Background: an optimization exercise with open tools, aiming at small area, a short achievable clock period and few clock cycles. Do not read the settings as production practice. The RTL was checked by simulation tests, not by an equivalence proof against the original design.

==> pepper: inputs <==
==> flow/design.v (excerpt) <==
module sv_core (
    input  wire        clk,
    input  wire        rst,
    input  wire        cmd_valid,
    output wire        cmd_ready,
    input  wire [1:0]  cmd_op,
    input  wire [31:0] cmd_x,
    input  wire [31:0] cmd_g,
    input  wire [31:0] cmd_k,
    output reg         rsp_valid,
    output wire [7:0]  rsp_status,
    output wire [31:0] rsp_lp,
    output wire [31:0] rsp_hp,
    output wire [31:0] rsp_bp
);
==> module sv_core, before the edit <==
module sv_core (
    input  wire        clk,
    input  wire        rst,
    input  wire        cmd_valid,
    output wire        cmd_ready,
    input  wire [1:0]  cmd_op,
    input  wire [31:0] cmd_x,
    input  wire [31:0] cmd_g,
    input  wire [31:0] cmd_k,
    output reg         rsp_valid,
    output wire [7:0]  rsp_status,
    output wire [31:0] rsp_lp,
    output wire [31:0] rsp_hp,
    output wire [31:0] rsp_bp
);
    localparam OP_PROCESS = 2'd0;
    localparam OP_RESET   = 2'd1;
    localparam OP_SETCOEF = 2'd2;
    localparam [31:0] ONE    = 32'h3F800000;    
    localparam [31:0] G_RST  = 32'h3F800000;    
    localparam [31:0] GK_RST = 32'h40400000;    
    localparam [31:0] D_RST  = 32'h3E800000;    
    localparam [7:0]  K_MIN_E = 8'h77;          
    reg  st_idle, st_r, st_s1, st_s2, st_s3, st_s4, st_s5, st_s6, st_s7;
    reg  st_c1, st_c2, st_c3, st_dv;
    reg  [3:0]  cnt;
    reg  [31:0] g, gk, d;
    reg  [31:0] s1, s2;
    reg  [31:0] xr, mr, ar;
    reg         st_inv, st_ill;
    wire dv_last;
    wire ready = st_idle | st_r | dv_last;
    assign cmd_ready  = ready;
    assign rsp_status = {5'd0, st_ill, 1'b0, st_inv};
    assign rsp_lp = s2;
    assign rsp_hp = xr;
    assign rsp_bp = ar;
    wire acc = cmd_valid & ready;
    wire [31:0] mul_y, add_y;
    wire        m_tg = ~(ready | st_s3 | st_s4 | st_s5);    
    wire [31:0] mul_a = ({32{ready}} & gk) | ({32{st_s3}} & d) | ({32{~(ready | st_s3)}} & g);
    wire [31:0] mul_b = ({32{ready}} & s1) | ({32{st_s4 | st_s5}} & xr) | ({32{st_s3 | m_tg}} & ar);
    wire        a_x  = st_s1 | st_c1;
    wire        a_m  = st_s5 | st_s7 | st_r | st_c3;
    wire [31:0] add_a = ({32{a_x}} & xr) | ({32{a_m}} & mr) | ({32{~(a_x | a_m)}} & ar);
    wire        b_s2 = st_s2 | st_s7 | st_r;
    wire        b_m  = ~(b_s2 | st_s5 | st_c1 | st_c3);
    wire [31:0] add_b = ({32{b_m}} & mr) | ({32{b_s2}} & s2) | ({32{st_s5}} & s1) |
                        ({32{st_c1}} & g) | ({32{st_c3}} & ONE);
    wire        add_sub = st_s1 | st_s2;
    sv_fp_mul u_mul (.a(mul_a), .b(mul_b), .y(mul_y));
    sv_fp_add u_add (.a(add_a), .b(add_b), .sub(add_sub), .y(add_y));
    wire [24:0] rem_in = (cnt == 4'd0) ? ((ar[22:0] == 23'd0) ? 25'd0 : 25'h1000000) : xr[24:0];
    wire [24:0] rem_nx;
    wire [1:0]  qb;
    wire [31:0] d_rnd;
    sv_fp_recip_step u_step (.rem(rem_in), .frac(ar[22:0]), .rem_o(rem_nx), .q(qb));
    sv_fp_recip      u_rnd  (.ev(ar[30:23]), .q0(ar[22:0] == 23'd0), .q({d[23:0], qb}),
                             .rem_nz(rem_nx != 25'd0), .y(d_rnd));
    assign dv_last = st_dv & (cnt == 4'd12);
    wire g_ok = !cmd_g[31] && (cmd_g[30:23] != 8'hFF) && (cmd_g[30:0] != 31'd0);
    wire k_ok = !cmd_k[31] && (cmd_k[30:23] != 8'hFF) && (cmd_k[30:23] >= K_MIN_E);
    wire coef_ok = g_ok && k_ok;
    wire acc_p = acc & (cmd_op == OP_PROCESS);
    wire acc_r = acc & (cmd_op == OP_RESET);
    wire acc_c = acc & (cmd_op == OP_SETCOEF) & coef_ok;
    always @(posedge clk) begin
        if (rst) begin
            st_idle <= 1'b1; st_r <= 1'b0;
            st_s1 <= 1'b0; st_s2 <= 1'b0; st_s3 <= 1'b0; st_s4 <= 1'b0;
            st_s5 <= 1'b0; st_s6 <= 1'b0; st_s7 <= 1'b0;
            st_c1 <= 1'b0; st_c2 <= 1'b0; st_c3 <= 1'b0; st_dv <= 1'b0;
            g <= G_RST; gk <= GK_RST; d <= D_RST;
            s1 <= 32'd0; s2 <= 32'd0;
            rsp_valid <= 1'b0;
        end else begin
            st_idle <= ready & ~acc_p & ~acc_c;
            st_r  <= st_s7;
            st_s1 <= acc_p;
            st_s2 <= st_s1;
            st_s3 <= st_s2;
            st_s4 <= st_s3;
            st_s5 <= st_s4;
            st_s6 <= st_s5;
            st_s7 <= st_s6;
            st_c1 <= acc_c;
            st_c2 <= st_c1;
            st_c3 <= st_c2;
            st_dv <= st_c3 | (st_dv & ~dv_last);
            rsp_valid <= st_s7 | (acc & (cmd_op != OP_PROCESS));
            if (acc_r) begin
                s1 <= 32'd0;
                s2 <= 32'd0;
            end else begin
                if (st_s6) s1 <= add_y;
                if (st_s7 | st_r) s2 <= add_y;
            end
            if (acc_c) g <= cmd_g;
            if (st_c1) gk <= add_y;
            if (st_dv) d <= dv_last ? d_rnd : {d[29:0], qb};
        end
    end
    always @(posedge clk) begin
        cnt <= st_dv ? cnt + 4'd1 : 4'd0;
        if (st_s7) begin
            st_inv <= 1'b0;
            st_ill <= 1'b0;
        end else if (ready) begin
            st_inv <= (cmd_op == OP_SETCOEF) && !coef_ok;
            st_ill <= (cmd_op == 2'd3);
        end
        if (ready)
            xr <= (cmd_op == OP_SETCOEF) ? cmd_k : cmd_x;
        else if (st_s3)
            xr <= mul_y;
        else if (st_dv)
            xr <= {7'd0, rem_nx};
        if (st_s1 | st_s2 | st_s5 | st_c1 | st_c3) ar <= add_y;
    end
    always @(posedge clk) mr <= mul_y;
endmodule
==> flow/config.mk <==
export PLATFORM = sky130hd
export DESIGN_NAME = sv_core
export DESIGN_NICKNAME = sv_core
export VERILOG_FILES = /design/flow/design.v
export SDC_FILE = /design/flow/constraint.sdc
export NUM_CORES = 4
export LEC_CHECK = 0
export ABC_AREA = 1
export CAP_MARGIN = 20
export CORE_MARGIN = 2
export CORE_UTILIZATION = 45
export PLACE_DENSITY = 0.58
export SLEW_MARGIN = 20
==> flow/constraint.sdc <==
create_clock -name core_clock -period 24.0 [get_ports {clk}]
set_input_delay 4.8000 -clock core_clock [delete_from_list [all_inputs] [get_ports {clk}]]
set_output_delay 4.8000 -clock core_clock [all_outputs]
set_load 0.01 [all_outputs]
standard.sh (not shown) runs the stock make flow with config.mk's settings and CLKGATE_MAP_FILE= SYNTH_SCRIPT=/design/flow/synth_recipe.tcl, a recipe that flattens the netlist after the stock synthesis.
==> flow/flow/run.sh <==
#!/bin/bash
# Layout: the standard flow (standard.sh: unchanged synthesis and steps),
# with ORFS's repair_timing asked to leave a setup slack margin of 14 ns, so
# that it sizes and buffers the critical paths for a short achieved period.
# The clock, its period and the constraints are the standard flow's.
set -euo pipefail
bash standard.sh SETUP_SLACK_MARGIN=14 finish > standard_finish.log 2>&1
==> cedar (differences from pepper) <==
--- a/flow/design.v
+++ b/flow/design.v
@@ -2175,17 +2175,16 @@
     assign rsp_bp = ar;
     wire acc = cmd_valid & ready;
     wire [31:0] mul_y, add_y;
-    wire        m_tg = ~(ready | st_s3 | st_s4 | st_s5);    
-    wire [31:0] mul_a = ({32{ready}} & gk) | ({32{st_s3}} & d) | ({32{~(ready | st_s3)}} & g);
-    wire [31:0] mul_b = ({32{ready}} & s1) | ({32{st_s4 | st_s5}} & xr) | ({32{st_s3 | m_tg}} & ar);
-    wire        a_x  = st_s1 | st_c1;
-    wire        a_m  = st_s5 | st_s7 | st_r | st_c3;
-    wire [31:0] add_a = ({32{a_x}} & xr) | ({32{a_m}} & mr) | ({32{~(a_x | a_m)}} & ar);
-    wire        b_s2 = st_s2 | st_s7 | st_r;
-    wire        b_m  = ~(b_s2 | st_s5 | st_c1 | st_c3);
-    wire [31:0] add_b = ({32{b_m}} & mr) | ({32{b_s2}} & s2) | ({32{st_s5}} & s1) |
+    reg  sm_rdy, sm_x, sm_ar;              
+    reg  sa_x, sa_m, sa_ar;                
+    reg  sb_m, sb_s2;                      
+    reg  s_sub;
+    wire [31:0] mul_a = ({32{sm_rdy}} & gk) | ({32{st_s3}} & d) | ({32{~(sm_rdy | st_s3)}} & g);
+    wire [31:0] mul_b = ({32{sm_rdy}} & s1) | ({32{sm_x}} & xr) | ({32{sm_ar}} & ar);
+    wire [31:0] add_a = ({32{sa_x}} & xr) | ({32{sa_m}} & mr) | ({32{sa_ar}} & ar);
+    wire [31:0] add_b = ({32{sb_m}} & mr) | ({32{sb_s2}} & s2) | ({32{st_s5}} & s1) |
                         ({32{st_c1}} & g) | ({32{st_c3}} & ONE);
-    wire        add_sub = st_s1 | st_s2;
+    wire        add_sub = s_sub;
     sv_fp_mul u_mul (.a(mul_a), .b(mul_b), .y(mul_y));
     sv_fp_add u_add (.a(add_a), .b(add_b), .sub(add_sub), .y(add_y));
     wire [24:0] rem_in = (cnt == 4'd0) ? ((ar[22:0] == 23'd0) ? 25'd0 : 25'h1000000) : xr[24:0];
@@ -2202,12 +2201,16 @@
     wire acc_p = acc & (cmd_op == OP_PROCESS);
     wire acc_r = acc & (cmd_op == OP_RESET);
     wire acc_c = acc & (cmd_op == OP_SETCOEF) & coef_ok;
+    wire rdy_n = (ready & ~acc_p & ~acc_c) | st_s7 | (st_dv & (cnt == 4'd11));
     always @(posedge clk) begin
         if (rst) begin
             st_idle <= 1'b1; st_r <= 1'b0;
             st_s1 <= 1'b0; st_s2 <= 1'b0; st_s3 <= 1'b0; st_s4 <= 1'b0;
             st_s5 <= 1'b0; st_s6 <= 1'b0; st_s7 <= 1'b0;
             st_c1 <= 1'b0; st_c2 <= 1'b0; st_c3 <= 1'b0; st_dv <= 1'b0;
+            sm_rdy <= 1'b1; sm_x <= 1'b0; sm_ar <= 1'b0;
+            sa_x <= 1'b0; sa_m <= 1'b0; sa_ar <= 1'b1;
+            sb_s2 <= 1'b0; sb_m <= 1'b1; s_sub <= 1'b0;
             g <= G_RST; gk <= GK_RST; d <= D_RST;
             s1 <= 32'd0; s2 <= 32'd0;
             rsp_valid <= 1'b0;
@@ -2226,6 +2229,15 @@
             st_c3 <= st_c2;
             st_dv <= st_c3 | (st_dv & ~dv_last);
             rsp_valid <= st_s7 | (acc & (cmd_op != OP_PROCESS));
+            sm_rdy <= rdy_n;
+            sm_x   <= st_s3 | st_s4;
+            sm_ar  <= ~(rdy_n | st_s3 | st_s4);
+            sa_x   <= acc_p | acc_c;
+            sa_m   <= st_s4 | st_s6 | st_s7 | st_c2;
+            sa_ar  <= ~(acc_p | acc_c | st_s4 | st_s6 | st_s7 | st_c2);
+            sb_s2  <= st_s1 | st_s6 | st_s7;
+            sb_m   <= ~(st_s1 | st_s6 | st_s7 | st_s4 | acc_c | st_c2);
+            s_sub  <= acc_p | st_s1;
             if (acc_r) begin
                 s1 <= 32'd0;
                 s2 <= 32'd0;
==> flow/flow/run.sh (replaced) <==
#!/bin/bash
# Layout: the standard flow (standard.sh: unchanged synthesis and steps),
# with ORFS's repair_timing asked to leave a setup slack margin of 13 ns,
# so that it sizes and buffers the critical paths for a short achieved
# period. The clock, its period and the constraints are the standard flow's.
set -euo pipefail
bash standard.sh SETUP_SLACK_MARGIN=13 finish > standard_finish.log 2>&1
- CORE_UTILIZATION: 45 -> 38
- PLACE_DENSITY: 0.58 -> 0.45
- TNS_END_PERCENT: not set -> 5
==> metrics.yaml <==
status:
  outcome: "finished clean"
grt:
  grt_usage_pct: 48.1
  met1_usage_pct: 53.0
  grt_pass1_vias: 58900
place:
  place_ws_ns: 9.56
min_path:
  hp-start: "st_c2"
setup_path:
  setup.worst_path.end: "ar[11]"
  rrSetupSlack_ns: 13.09
die:
  initial_core_util_pct: 45.3
logic_synthesis:
  synth_seq_cells: 276
timing:
  fin_crit_ns: 10.91
[end of results for pepper]
==> metrics.yaml <==
status:
  outcome: "finished clean"
final_layout:
  drive_gt1_share_pct: 11.6
min_path:
  hp-start: "st_s2"
setup_path:
  rrSetupSlack_ns: 13.24
  setup.worst_path.end: "xr[21]"
grt:
  met1_usage_pct: 49.2
  grt_pass1_vias: 54600
  grt_usage_pct: 39.8
die:
  core_sq_um: 130000
  initial_core_util_pct: 38.4
timing:
  fin_crit_ns: 10.76
clock_tree:
  cts-root-buf: "clkbuf_16"
place:
  place_ws_ns: 9.63
[end of results for cedar]
Testbench counts of pepper, summed over its fixed seeds: cycles 52,586.
Testbench counts of cedar, summed over its fixed seeds: cycles 52,586.

==> port drivers added, routing unchanged <==
The results above use ideal ports. As a check the final layouts listed here were re-extracted and re-timed, cells and wires unchanged. Step 1 (the two cells are an assumption about what drives the block):
set clk [get_ports {clk}]
set_driving_cell -lib_cell sky130_fd_sc_hd__clkbuf_16 $clk
set_driving_cell -lib_cell sky130_fd_sc_hd__buf_2 [delete_from_list [all_inputs] $clk]
Step 2, shift: input delay + t, output delay - t, t = (earliest + latest rising clock arrival at the registers) / 2. This alone moves slack from input paths to output paths. a / b / c = ideal ports / drivers / drivers and shift; a / b = the first two.
| run | shift t [ns] | setup WS [ns] | hold slack, ns | latest minus earliest clock arrival (ns) | worst register clock-pin slew, ns |
|---|---|---|---|---|---|
| pepper | 0.710 | 13.093 / 13.093 / 13.093 | 0.430 / 0.430 / 0.430 | 0.031 / 0.031 | 0.08 / 0.08 |
| cedar | 0.672 | 13.242 / 13.242 / 13.242 | 0.415 / 0.415 / 0.415 | 0.053 / 0.053 | 0.07 / 0.07 |
After both steps setup and hold are still met in every run listed.
